This design comes from an exercise in tuning for small area, a short achievable clock period and few clock cycles on the open sky130 flow, not from production work. No functional check of the RTL was part of this run. Power is estimated from default activity; no workload was simulated.

File: design/flow/design.v
module sigtrans_rx #(
    parameter [7:0]  SYNC0 = 8'hAA,      
    parameter [7:0]  SYNC1 = 8'hAA,      
    parameter integer RX_CAP = 64,
    parameter integer AW = 6             
) (
    input  wire        clk,
    input  wire        rst,
    input  wire        cmd_valid,
    input  wire [31:0] cmd,
    output wire        cmd_ready,
    input  wire [AW-1:0] buf_addr,
    output wire [7:0]  buf_rdata,
    output reg  [3:0]  err,
    output reg  [2:0]  outcome,
    output reg         found,
    output reg         frm_valid,
    output reg  [3:0]  cnt,
    output reg  [AW-1:0] idx,
    output reg  [15:0] length,
    output reg  [7:0]  csum_rx,
    output reg  [7:0]  csum_calc,
    output reg  [3:0]  csum_dist,
    output reg  [AW-1:0] frm_off,
    output reg  [AW:0] frm_len,
    output reg  [AW:0] rem_off,
    output reg  [AW:0] pay_off,
    output reg  [AW:0] pay_len,
    output reg  [AW:0] rx_len
);
    localparam integer HDR = 4;          
    localparam integer MAXL = RX_CAP - HDR - 1;    
    localparam [7:0] OP_NOP = 8'h00, OP_CNT = 8'h01, OP_FIND = 8'h02,
                     OP_PARSE = 8'h03, OP_EXTRACT = 8'h04, OP_RECOVER = 8'h06,
                     OP_RXPUSH = 8'h08, OP_RXACCEPT = 8'h09, OP_RXDROP = 8'h0A,
                     OP_RXCLR = 8'h0B;
    localparam [3:0] E_NONE = 4'd0, E_INSUFF = 4'd2, E_NULLFRAME = 4'd3,
                     E_ILLEGAL = 4'd4, E_RXOVF = 4'd5;
    localparam [2:0] O_TOOSHORT = 3'd1, O_NOSYNC = 3'd2, O_INCOMPLETE = 3'd3,
                     O_INVALID = 3'd4, O_RECOVERED = 3'd5;
    localparam [2:0] C_IDLE = 3'd0, C_RECOVER = 3'd1, C_FIND = 3'd2,
                     C_PHI = 3'd3, C_PLO = 3'd4, C_PCK = 3'd5;
    localparam [2:0] G_SCAN = 3'd0, G_HHI = 3'd1, G_HLO = 3'd2, G_SUM = 3'd3,
                     G_LONG = 3'd4;
    function [3:0] popcount8;
        input [7:0] v;
        integer b;
        begin
            popcount8 = 4'd0;
            for (b = 0; b < 8; b = b + 1)
                popcount8 = popcount8 + {3'd0, v[b]};
        end
    endfunction
    function le1;
        input [7:0] v;
        reg [3:0] z2, o2;          
        reg       z4a, z4b, o4a, o4b;
        integer   k;
        begin
            for (k = 0; k < 4; k = k + 1) begin
                z2[k] = !(v[2*k] | v[2*k+1]);
                o2[k] = !(v[2*k] & v[2*k+1]);
            end
            z4a = z2[0] & z2[1];
            z4b = z2[2] & z2[3];
            o4a = (z2[0] & o2[1]) | (o2[0] & z2[1]);
            o4b = (z2[2] & o2[3]) | (o2[2] & z2[3]);
            le1 = (z4a & o4b) | (o4a & z4b);
        end
    endfunction
    localparam [AW:0] Z = {(AW+1){1'b0}};
    reg [2:0]    cstate;
    reg [AW:0]   min_size;         
    reg [AW:0]   p_off;            
    reg [AW-1:0] p_addr;           
    reg [7:0]    p_hi;             
    reg [AW:0]   head;             
    reg [AW:0]   tail;             
    reg [2:0]    gstate;
    reg          hv;               
    reg [AW:0]   ep;               
    reg          first;            
    reg          p_ex, p_le1;      
    reg [AW:0]   ei;               
    reg [15:0]   eL;               
    reg [AW-1:0] eleft;            
    reg [7:0]    esum;
    reg [AW:0]   hi;
    reg [AW-1:0] hL;
    reg [7:0]    hsum;
    reg [7:0]    hcrx;
    assign cmd_ready = (cstate == C_IDLE);
    reg  [7:0] rxbuf [0:RX_CAP-1];
    wire       push_we;
    wire [7:0] push_data = cmd[15:8];
    genvar e;
    generate
        for (e = 0; e < RX_CAP; e = e + 1) begin : g_buf
            always @(posedge clk) begin
                if (push_we && tail[AW-1:0] == e)
                    rxbuf[e] <= push_data;
            end
        end
    endgenerate
    wire [7:0] da_lo = 8'd1 << buf_addr[2:0];
    wire [7:0] da_hi = 8'd1 << buf_addr[5:3];
    wire [7:0] dh_lo = 8'd1 << head[2:0];
    wire [7:0] dh_hi = 8'd1 << head[5:3];
    wire [7:0] lo_sel, hi_eq, hi_sel;
    wire [7:0] grp [0:7];
    genvar g, k;
    generate
        for (k = 0; k < 8; k = k + 1) begin : g_sel
            reg ls, hs;
            integer j;
            always @(*) begin
                ls = 1'b0;
                hs = 1'b0;
                for (j = 0; j < 8; j = j + 1) begin
                    ls = ls | (da_lo[j] & dh_lo[(k - j) & 7]);
                    hs = hs | (da_hi[j] & dh_hi[(k - j) & 7]);
                end
            end
            assign lo_sel[k] = ls;
            assign hi_eq[k]  = hs;
        end
    endgenerate
    integer jc;
    reg     lo_carry;
    always @(*) begin
        lo_carry = 1'b0;
        for (jc = 1; jc < 8; jc = jc + 1)
            lo_carry = lo_carry | (da_lo[jc] & (head[2:0] >= 8 - jc));
    end
    assign hi_sel = lo_carry ? {hi_eq[6:0], hi_eq[7]} : hi_eq;
    generate
        for (g = 0; g < 8; g = g + 1) begin : g_grp
            reg [7:0] v;
            integer j;
            always @(*) begin
                v = 8'd0;
                for (j = 0; j < 8; j = j + 1)
                    v = v | (rxbuf[8*g+j] & {8{lo_sel[j]}});
            end
            assign grp[g] = v;
        end
    endgenerate
    reg [7:0] buf_q;
    integer gq;
    always @(*) begin
        buf_q = 8'd0;
        for (gq = 0; gq < 8; gq = gq + 1)
            buf_q = buf_q | (grp[gq] & {8{hi_sel[gq]}});
    end
    assign buf_rdata = buf_q;
    wire          p_rd   = (cstate == C_PHI) || (cstate == C_PLO) || (cstate == C_PCK);
    wire [AW-1:0] rd_adr = p_rd ? p_addr : ep[AW-1:0];
    wire [7:0]    rd     = rxbuf[rd_adr];
    wire [7:0]  op    = cmd[7:0];
    wire [23:0] imm24 = cmd[31:8];
    wire z_ok  = (cmd[31:8] == 24'd0);
    wire b_ok  = (cmd[31:16] == 16'd0);
    wire bb_ok = (cmd[31:24] == 8'd0);
    wire is_nop      = (op == OP_NOP)      && z_ok;
    wire is_cnt      = (op == OP_CNT)      && bb_ok;
    wire is_find     = (op == OP_FIND)     && z_ok;
    wire is_parse    = (op == OP_PARSE);
    wire is_extract  = (op == OP_EXTRACT)  && z_ok;
    wire is_recover  = (op == OP_RECOVER);
    wire is_rxpush   = (op == OP_RXPUSH)   && b_ok;
    wire is_rxaccept = (op == OP_RXACCEPT) && z_ok;
    wire is_rxdrop   = (op == OP_RXDROP);
    wire is_rxclr    = (op == OP_RXCLR)    && z_ok;
    wire accept = cmd_valid && cmd_ready;
    wire full   = rx_len[AW];
    assign push_we = accept && is_rxpush && !full;
    wire        big24    = (imm24[23:AW+1] != 0);      
    wire [AW+1:0] p_lv   = {1'b0, rx_len} - {1'b0, imm24[AW:0]};
    wire        parse_fits = !big24 && !p_lv[AW+1] && (p_lv[AW:0] >= HDR);
    wire [AW:0] drop_k = (!big24 && imm24[AW:0] < rx_len) ? imm24[AW:0] : rx_len;
    wire        e_has  = (tail != ep);
    wire        r_ex   = (rd == SYNC1);
    wire        r_le1  = le1(rd ^ SYNC1);
    wire        win    = !first && ((p_ex && r_le1) || (p_le1 && r_ex));
    wire [15:0] hdr_l  = {eL[15:8], rd};
    wire        e_ok   = le1(esum ^ rd);
    wire        e_done = (gstate == G_SUM) && (eleft == 0) && !hv;
    wire        m_big   = (cstate == C_IDLE) ? big24 : 1'b0;
    wire [AW:0] m7      = (cstate == C_IDLE) ? imm24[AW:0] : min_size;
    wire        r_short = m_big || (rx_len < m7);
    wire [AW:0] ci      = hv ? hi : ei;
    wire [AW:0] ls      = tail - ci;
    wire [AW-1:0] ci_idx = ci[AW-1:0] - head[AW-1:0];
    wire        i_known = hv || (gstate != G_SCAN);
    wire        nosync  = (gstate == G_SCAN) && !e_has;
    wire        l_known = (gstate == G_SUM) || (gstate == G_LONG);
    wire [AW+1:0] tot   = {2'b00, eL[AW-1:0]} + (HDR + 1);    
    wire        ls_lt_t = (eL[15:AW] != 0) || ({1'b0, ls} < tot);
    wire [AW:0] htot    = {1'b0, hL} + (HDR + 1);
    wire [3:0]  hdist   = popcount8(hsum ^ hcrx);
    wire        h_ok    = (hdist <= 4'd1);
    wire        ls_lt_m = (ls < m7);
    wire        ls_lt_h = (ls < HDR);
    wire        r_ready = r_short || hv || nosync ||
                          (i_known && (ls_lt_m || ls_lt_h)) ||
                          (l_known && ls_lt_t);
    wire [AW:0] h_roff  = (h_ok ? htot : {{AW{1'b0}}, 1'b1}) + {1'b0, ci_idx};
    wire        f_ready = hv || !(gstate == G_SCAN && e_has);
    task invalidate;
        begin
            found     <= 1'b0;
            idx       <= {AW{1'b0}};
            frm_valid <= 1'b0;
            frm_off   <= {AW{1'b0}};
            frm_len   <= Z;
            rem_off   <= Z;
            pay_off   <= Z;
            pay_len   <= Z;
        end
    endtask
    task rec_commit;
        begin
            cstate <= C_IDLE;
            if (r_short || !i_known) begin
                outcome <= r_short ? O_TOOSHORT : O_NOSYNC;
                found <= 1'b0; idx <= 0;
                length <= 0; csum_rx <= 0; csum_calc <= 0; csum_dist <= 0;
                frm_valid <= 0; frm_off <= 0; frm_len <= 0; rem_off <= 0;
            end else if (ls_lt_m || ls_lt_h) begin
                outcome <= ls_lt_m ? O_TOOSHORT : O_INCOMPLETE;
                found <= 1'b1; idx <= ci_idx;
                length <= 0; csum_rx <= 0; csum_calc <= 0; csum_dist <= 0;
                frm_valid <= 0; frm_off <= 0; frm_len <= 0; rem_off <= 0;
            end else if (hv) begin
                outcome <= h_ok ? O_RECOVERED : O_INVALID;
                found <= 1'b1; idx <= ci_idx;
                length <= {{(16-AW){1'b0}}, hL}; csum_rx <= hcrx; csum_calc <= hsum;
                csum_dist <= hdist;
                frm_valid <= h_ok;
                frm_off <= h_ok ? ci_idx : {AW{1'b0}};
                frm_len <= h_ok ? htot : Z;
                rem_off <= h_roff;
            end else begin
                outcome <= O_INCOMPLETE; found <= 1'b1; idx <= ci_idx;
                length <= eL; csum_rx <= 0; csum_calc <= 0; csum_dist <= 0;
                frm_valid <= 0; frm_off <= 0; frm_len <= 0; rem_off <= 0;
            end
        end
    endtask
    reg          g_restart;        
    reg [AW:0]   g_ep;
    reg          g_clr_hv;         
    always @(*) begin
        g_restart = 1'b0;
        g_ep      = head;
        g_clr_hv  = 1'b0;
        if (cstate == C_IDLE && accept) begin
            if (is_rxaccept) begin
                if (rem_off != Z) begin
                    if (hv)
                        g_clr_hv = 1'b1;
                    else begin
                        g_restart = 1'b1; g_ep = head + rem_off;
                    end
                end
            end else if (is_rxdrop) begin
                if (drop_k != Z) begin
                    g_restart = 1'b1; g_ep = head + drop_k;
                end
            end else if (is_rxclr) begin
                g_restart = 1'b1; g_ep = tail;
            end
        end
    end
    wire e_go = !p_rd && e_has;
    always @(posedge clk) begin
        if (rst) begin
            gstate <= G_SCAN;
            hv     <= 1'b0;
            ep     <= Z;
            first  <= 1'b1;
        end else if (g_restart) begin
            gstate <= G_SCAN;
            hv     <= 1'b0;
            ep     <= g_ep;
            first  <= 1'b1;
        end else begin
            if (g_clr_hv)
                hv <= 1'b0;
            if (e_go) begin
                case (gstate)
                G_SCAN: begin
                    ep    <= ep + 1'b1;
                    first <= 1'b0;
                    p_ex  <= r_ex;
                    p_le1 <= r_le1;
                    if (win) begin
                        ei     <= ep - 1'b1;
                        gstate <= G_HHI;
                    end
                end
                G_HHI: begin
                    ep       <= ep + 1'b1;
                    eL[15:8] <= rd;
                    gstate   <= G_HLO;
                end
                G_HLO: begin
                    ep      <= ep + 1'b1;
                    eL[7:0] <= rd;
                    esum    <= 8'd0;
                    eleft   <= rd[AW-1:0];
                    if (hdr_l > MAXL)
                        gstate <= G_LONG;
                    else
                        gstate <= G_SUM;
                end
                G_SUM: begin
                    if (eleft != 0) begin
                        ep    <= ep + 1'b1;
                        esum  <= esum + rd;
                        eleft <= eleft - 1'b1;
                    end else if (!hv) begin
                        hv     <= 1'b1;
                        hi     <= ei;
                        hL     <= eL[AW-1:0];
                        hsum   <= esum;
                        hcrx   <= rd;
                        gstate <= G_SCAN;
                        first  <= 1'b1;
                        ep     <= e_ok ? (ep + 1'b1) : (ei + 1'b1);
                    end
                end
                default: ;
                endcase
            end
        end
    end
    always @(posedge clk) begin
        if (rst) begin
            cstate    <= C_IDLE;
            err       <= E_NONE;
            outcome   <= 3'd0;
            cnt       <= 4'd0;
            length    <= 16'd0;
            csum_rx   <= 8'd0;
            csum_calc <= 8'd0;
            csum_dist <= 4'd0;
            rx_len    <= Z;
            head      <= Z;
            tail      <= Z;
            invalidate;
        end else begin
            case (cstate)
            C_IDLE: if (accept) begin
                err <= E_NONE;
                if (is_nop) begin
                end else if (is_cnt) begin
                    cnt <= popcount8(cmd[15:8] ^ cmd[23:16]);
                end else if (is_find) begin
                    if (!f_ready)
                        cstate <= C_FIND;
                    else begin
                        found <= i_known;
                        idx   <= i_known ? ci_idx : {AW{1'b0}};
                    end
                end else if (is_recover) begin
                    min_size <= imm24[AW:0];
                    if (r_ready)
                        rec_commit;
                    else
                        cstate <= C_RECOVER;
                end else if (is_parse) begin
                    if (parse_fits) begin
                        p_off  <= imm24[AW:0];
                        p_addr <= head[AW-1:0] + imm24[AW-1:0] + 2'd2;
                        cstate <= C_PHI;
                    end else begin
                        err <= E_INSUFF;
                    end
                end else if (is_extract) begin
                    if (frm_valid) begin
                        pay_off <= {1'b0, frm_off} + HDR;
                        pay_len <= frm_len - (HDR + 1);
                    end else begin
                        err <= E_NULLFRAME;
                    end
                end else if (is_rxpush) begin
                    if (full)
                        err <= E_RXOVF;
                    else begin
                        rx_len <= rx_len + 1'b1;
                        tail   <= tail + 1'b1;
                    end
                end else if (is_rxaccept) begin
                    invalidate;
                    head   <= head + rem_off;
                    rx_len <= rx_len - rem_off;
                end else if (is_rxdrop) begin
                    invalidate;
                    head   <= head + drop_k;
                    rx_len <= rx_len - drop_k;
                end else if (is_rxclr) begin
                    invalidate;
                    rx_len <= Z;
                    head   <= tail;
                end else begin
                    err <= E_ILLEGAL;
                end
            end
            C_RECOVER: if (r_ready) rec_commit;
            C_FIND: if (f_ready) begin
                found  <= i_known;
                idx    <= i_known ? ci_idx : {AW{1'b0}};
                cstate <= C_IDLE;
            end
            C_PHI: begin
                p_hi   <= rd;
                p_addr <= p_addr + 1'b1;
                cstate <= C_PLO;
            end
            C_PLO: begin
                if (p_hi != 8'd0 || rx_len - p_off < {1'b0, rd} + 9'd5) begin
                    err    <= E_INSUFF;
                    cstate <= C_IDLE;
                end else begin
                    length  <= {p_hi, rd};
                    pay_off <= p_off + HDR;
                    pay_len <= rd[AW:0];
                    p_addr  <= p_addr + 1'b1 + rd[AW-1:0];
                    cstate  <= C_PCK;
                end
            end
            C_PCK: begin
                csum_rx <= rd;
                cstate  <= C_IDLE;
            end
            default: cstate <= C_IDLE;
            endcase
        end
    end
endmodule
File: design/flow/run.sh
#!/bin/bash
# synth_recipe.tcl (not shown) runs the flow's synth.tcl, then flattens the netlist and writes it again
# the make line also repeats each setting of config.mk as NAME=value (left out here)
make -C /OpenROAD-flow-scripts/flow DESIGN_CONFIG=/design/flow/config.mk WORK_HOME=/design/flow/orfs CLKGATE_MAP_FILE= SYNTH_SCRIPT=/design/flow/synth_recipe.tcl finish
File: design/flow/config.mk
export PLATFORM = sky130hd
export DESIGN_NAME = sigtrans_rx
export DESIGN_NICKNAME = sigtrans_rx
export VERILOG_FILES = /design/flow/design.v
export SDC_FILE = /design/flow/constraint.sdc
export NUM_CORES = 4
export LEC_CHECK = 0
export CAP_MARGIN = 20
export CORE_MARGIN = 2
export CORE_UTILIZATION = 35
export PLACE_DENSITY = 0.55
export SETUP_SLACK_MARGIN = 3
export SLEW_MARGIN = 20
File: design/flow/constraint.sdc
create_clock -name core_clock -period 10.0 [get_ports {clk}]
set_input_delay 2.0000 -clock core_clock [delete_from_list [all_inputs] [get_ports {clk}]]
set_output_delay 2.0000 -clock core_clock [all_outputs]
set_load 0.01 [all_outputs]
==> summary.txt <==
synthesized netlist by cell type, types with 42 or more instances:
cell type	instances	area (um2)
a21oi_1	147	735.7
a221oi_1	42	367.9
a222oi_1	128	1281
a22o_1	47	411.6
a22oi_1	153	1149
a31oi_1	57	356.6
a32oi_1	69	604.3
clkbuf_1	122	457.9
dfxtp_1	124	2482
edfxtp_1	608	18260
ha_1	126	1577
inv_1	110	412.9
nand2_1	183	686.9
nand2b_1	46	287.8
nand3_1	119	595.6
nand4_1	54	337.8
nor2_1	237	889.6
nor3_1	91	455.4
nor4_1	53	331.6
o21ai_0	79	395.4
xnor2_1	87	762.0
xor2_1	54	473.0
state kept, by name, summed over array words and instances, names as in the netlist, 8 cells and up:
name	cells
csum_calc	8
csum_rx	8
eL	16
esum	8
hcrx	8
hsum	8
length	16
p_hi	8
rxbuf	512
cell type report:
class / instances / share of cell area, %
multi-input cells: 2240 / 36.61
flip-flops and latches: 732 / 44.98
diodes: 13 / 0.07052
repair buffers: 380 / 7.247
clock inverters: 45 / 1.264
clock buffers: 112 / 5.124
well taps: 1403 / 3.805
inverters: 111 / 0.9032
worst max-delay path, stage by stage:
cell and delay (ps):
clkdlybuf4s18_2 260, xor2_1 190, buf_6 190, nor2_4 60, buf_12 130, buf_4 200, buf_4 200, a222oi_1 900
a31oi_1 310, nor3_2 280, nand2_2 180, buf_6 170
worst max-delay path by stage:
stage                            from           end  cells past startpoint
final                     buf_addr[2]  buf_rdata[5]                     12
after global routing      buf_addr[2]  buf_rdata[3]                     13
after CTS                 buf_addr[1]  buf_rdata[3]                     15
after detailed placement  buf_addr[2]  buf_rdata[3]                     12
after global placement    buf_addr[2]  buf_rdata[3]                     12
after floorplan               cmd[10]         hL[0]                     14
kinds of logic (layout without fill, tap and decap cells):
logic type      count (synthesis)  after routing  synth area share, %
compound gates                983            983                19.87
other cells                     1             14             0.009878
mux                            42             42                1.127
buf+inv                       299            648                3.480
simple gates                  924            925                12.37
fa+ha+maj                     148            148                5.260
xor+xnor                      141            141                3.253
flops                         732            732                54.63
through the flow:
step,util [%],total power [W],hold WS [ps],worst slack (ps)
6_report,42.97,0.008712,449.8,2915
5_1_grt,42.94,0.008923,471.4,2920
4_1_cts,42.51,0.008611,451.7,2925
3_5_place_dp,39.20,0.005255,444.1,1682
3_3_place_gp,39.19,0.005256,444.1,1686
2_1_floorplan,-,0.004423,433.4,3371
layer usage:
layer / part of all wire (%) / global-route usage (%) / wire length [um] / vias up
met5: 0.043 / 0 / 97 / -
met4: 11 / 34.27 / 24110 / 14
met3: 10 / 10.97 / 22890 / 856
met2: 43 / 60.13 / 97930 / 2678
met1: 36 / 46.21 / 80260 / 17140
li1: - / - / - / 13706
repair_timing:
action	in CTS	in global routing
pin swaps	29	34
hold endpoints to repair	0	0
setup buffers	29	13
endpoints found under the setup margin	193	342
gates cloned	1	2
gates resized for setup	97	78
power groups by stage:
stage          sequential (W)  combinational [W]  clock (W)
2_1_floorplan         0.00342            0.00100          0
3_3_place_gp          0.00344            0.00182          0
3_5_place_dp          0.00344            0.00182          0
4_1_cts               0.00337            0.00188    0.00336
5_1_grt               0.00337            0.00208    0.00347
6_report              0.00337            0.00200    0.00334
==> summary.md <==
| Metric | Value |
|---|---|
| Pins Over Slew Limit | 0 |
| Placement-stage cell area | between 0.04 and 0.05 mm2 |
| TritonCTS Buffers | 84 |
| Worst rel slew slack | 12.52% |
| Initial antenna violation count | 20 |
| Ys async rst share | 0% |
| Syn_area_per_cell | 11.61 um2 |
| Die Ht | between 300 and 400 um |
| Worst hold endpoint | csum_calc[5] |
| Hold Path Origin | csum_calc[5] |
| Hold Violations, Final | 0 |
| Status | finished clean |
| Layout cells sized above 1 | about 16% |
| Root Driver | clkbuf_16 |
| DRT iter0 DRCs | around 5800 |
| Die ar. | ~0.11 mm2 |
| DR vias | 34394 |
| Clock Path Buffers | 3 |
| Most frequent cells in the layout | 608 x edfxtp_1, 216 x buf_4, 203 x nor2_1 |
| Routed len/inst | between 40 and 50 um |
| Fin cells | 5036 |
| RR Startpoint | cstate[2] |
| Input/output buffers | roughly 140 |
| Setup Skew | between 50 and 60 ps |
| R2R depth | 25 |
| Global placer's final weighted congestion | roughly 1.1 |
| R2R Path End | p_addr[4] |
| Design Area, Final | around 0.046 mm2 |
| Worst path arrival time | between 5000 and 6000 ps |
| Multi-input logic area | roughly 0.017 mm2 |
| Post-Synthesis Cells | ~3300 |
| Num ports | ~150 |
| CP max FO | 10 |
| Post-route DRC | 0 |
| Yosys cell types | 100 |
| Initial Util | between 30% and 40% |
| Seq/Total Area, Yosys | 54.63% |
| Row count | 120 |
| Seq cells post-synth | approximately 730 |
| Initial DRT Pass Iterations | 14 |
| Crit path capture type | output port |
| Sequential share of power | just under 40% |
| Hold Crit Class | flop to flop |
| Combinational share of power | between 20% and 30% |
| Main synth FF type | edfxtp_1 |
| Clk pin slew, worst setup/hold paths | 50 ps |
| Post-DP HPWL | approximately 170000 um |
| Peak VDD IR | between 100 and 150 uV |
| Worst slew pin tran | around 1300 ps |
| Setup-failing EPs final | 0 |
| Die Width | about 330 um |
| Flop-to-flop setup slack | ~3200 ps |
| Drt total wl | roughly 230000 um |
| Leakage power | roughly 16 nW |
| Commonest non-fill, non-tap cell in the layout | edfxtp_1 |
| Layout fillers | between 10000 and 15000 |
| Post-route setup TNS | 0 ps |
| Placed Cells | 4820 |
| Critical path required time | 8000 ps |
| PwrDens | ~190 mW/mm2 |
| First-pass GRT wire length | 295500 um |
| Critical path launch point type | input port |
| Aggregate global routing overflow | 0 |
| Switching share of power | around a third |
| H-tree levels | 3 |
| CTS tree | done |
| Skew-Pair Late Insertion Delay | about 700 ps |
| Vias in the first global route | 32465 |
| Largest net degree at the start of global routing | 65 |
| Max cap viols | 0 |
| Core region area | approximately 0.11 mm2 |
| DRT antenna net count | 0 |
| P&R area growth vs syn | 21.52% |
| Psw | around 0.0028 W |
| Hold path cells | 2 |
| F_max | 0.1411 GHz |
| Nets | 3736 |
| Final worst path period need | 7085 ps |
| GRT Util Overall | 39.61% |
| RSZ-0062 raised after global routing | yes |
| Post-synth EDFFs | approximately 610 |
| Post-Syn Area | ~0.038 mm2 |
| Post-CTS Hold Buffers | 0 |
| Vias per cell | 6.830 |
| Int Pwr | roughly 0.0059 W |
| Final period util | 70.85% |
| Post-Syn Nets | between 3000 and 4000 |
| Sequential cell area | between 0.02 and 0.025 mm2 |
| Crit Path Class | input port to output port |
| Power share of the clock group | around two fifths |
| Sink Count | 732 |
| YS warnings | 2 |

## static timing again, ports no longer ideal
No port has a modelled driver above. Below, the same layout with a new extraction and two added sets of constraints. Step 1 sets driving cells, clkbuf_16 on the clock port and buf_2 on the other inputs (assumed; they add their load-dependent delay and slew). Step 2 also shifts input and output timing later by t, the mid clock arrival at the registers, as if the neighbouring blocks saw the same clock. Slacks: ideal / step 1 / step 2; pairs: ideal / step 1.
t, ns: 0.768
slack for setup (ns): 2.915 / 2.888 / 2.271
worst setup path after step 2: input to register
clock arrival spread, ns: 0.055 / 0.055
cell pins on the clock port's net: 1
After both steps this run still meets setup and hold. The setup slack of this run moves by -0.027 ns with the drivers and by -0.644 ns with both steps.
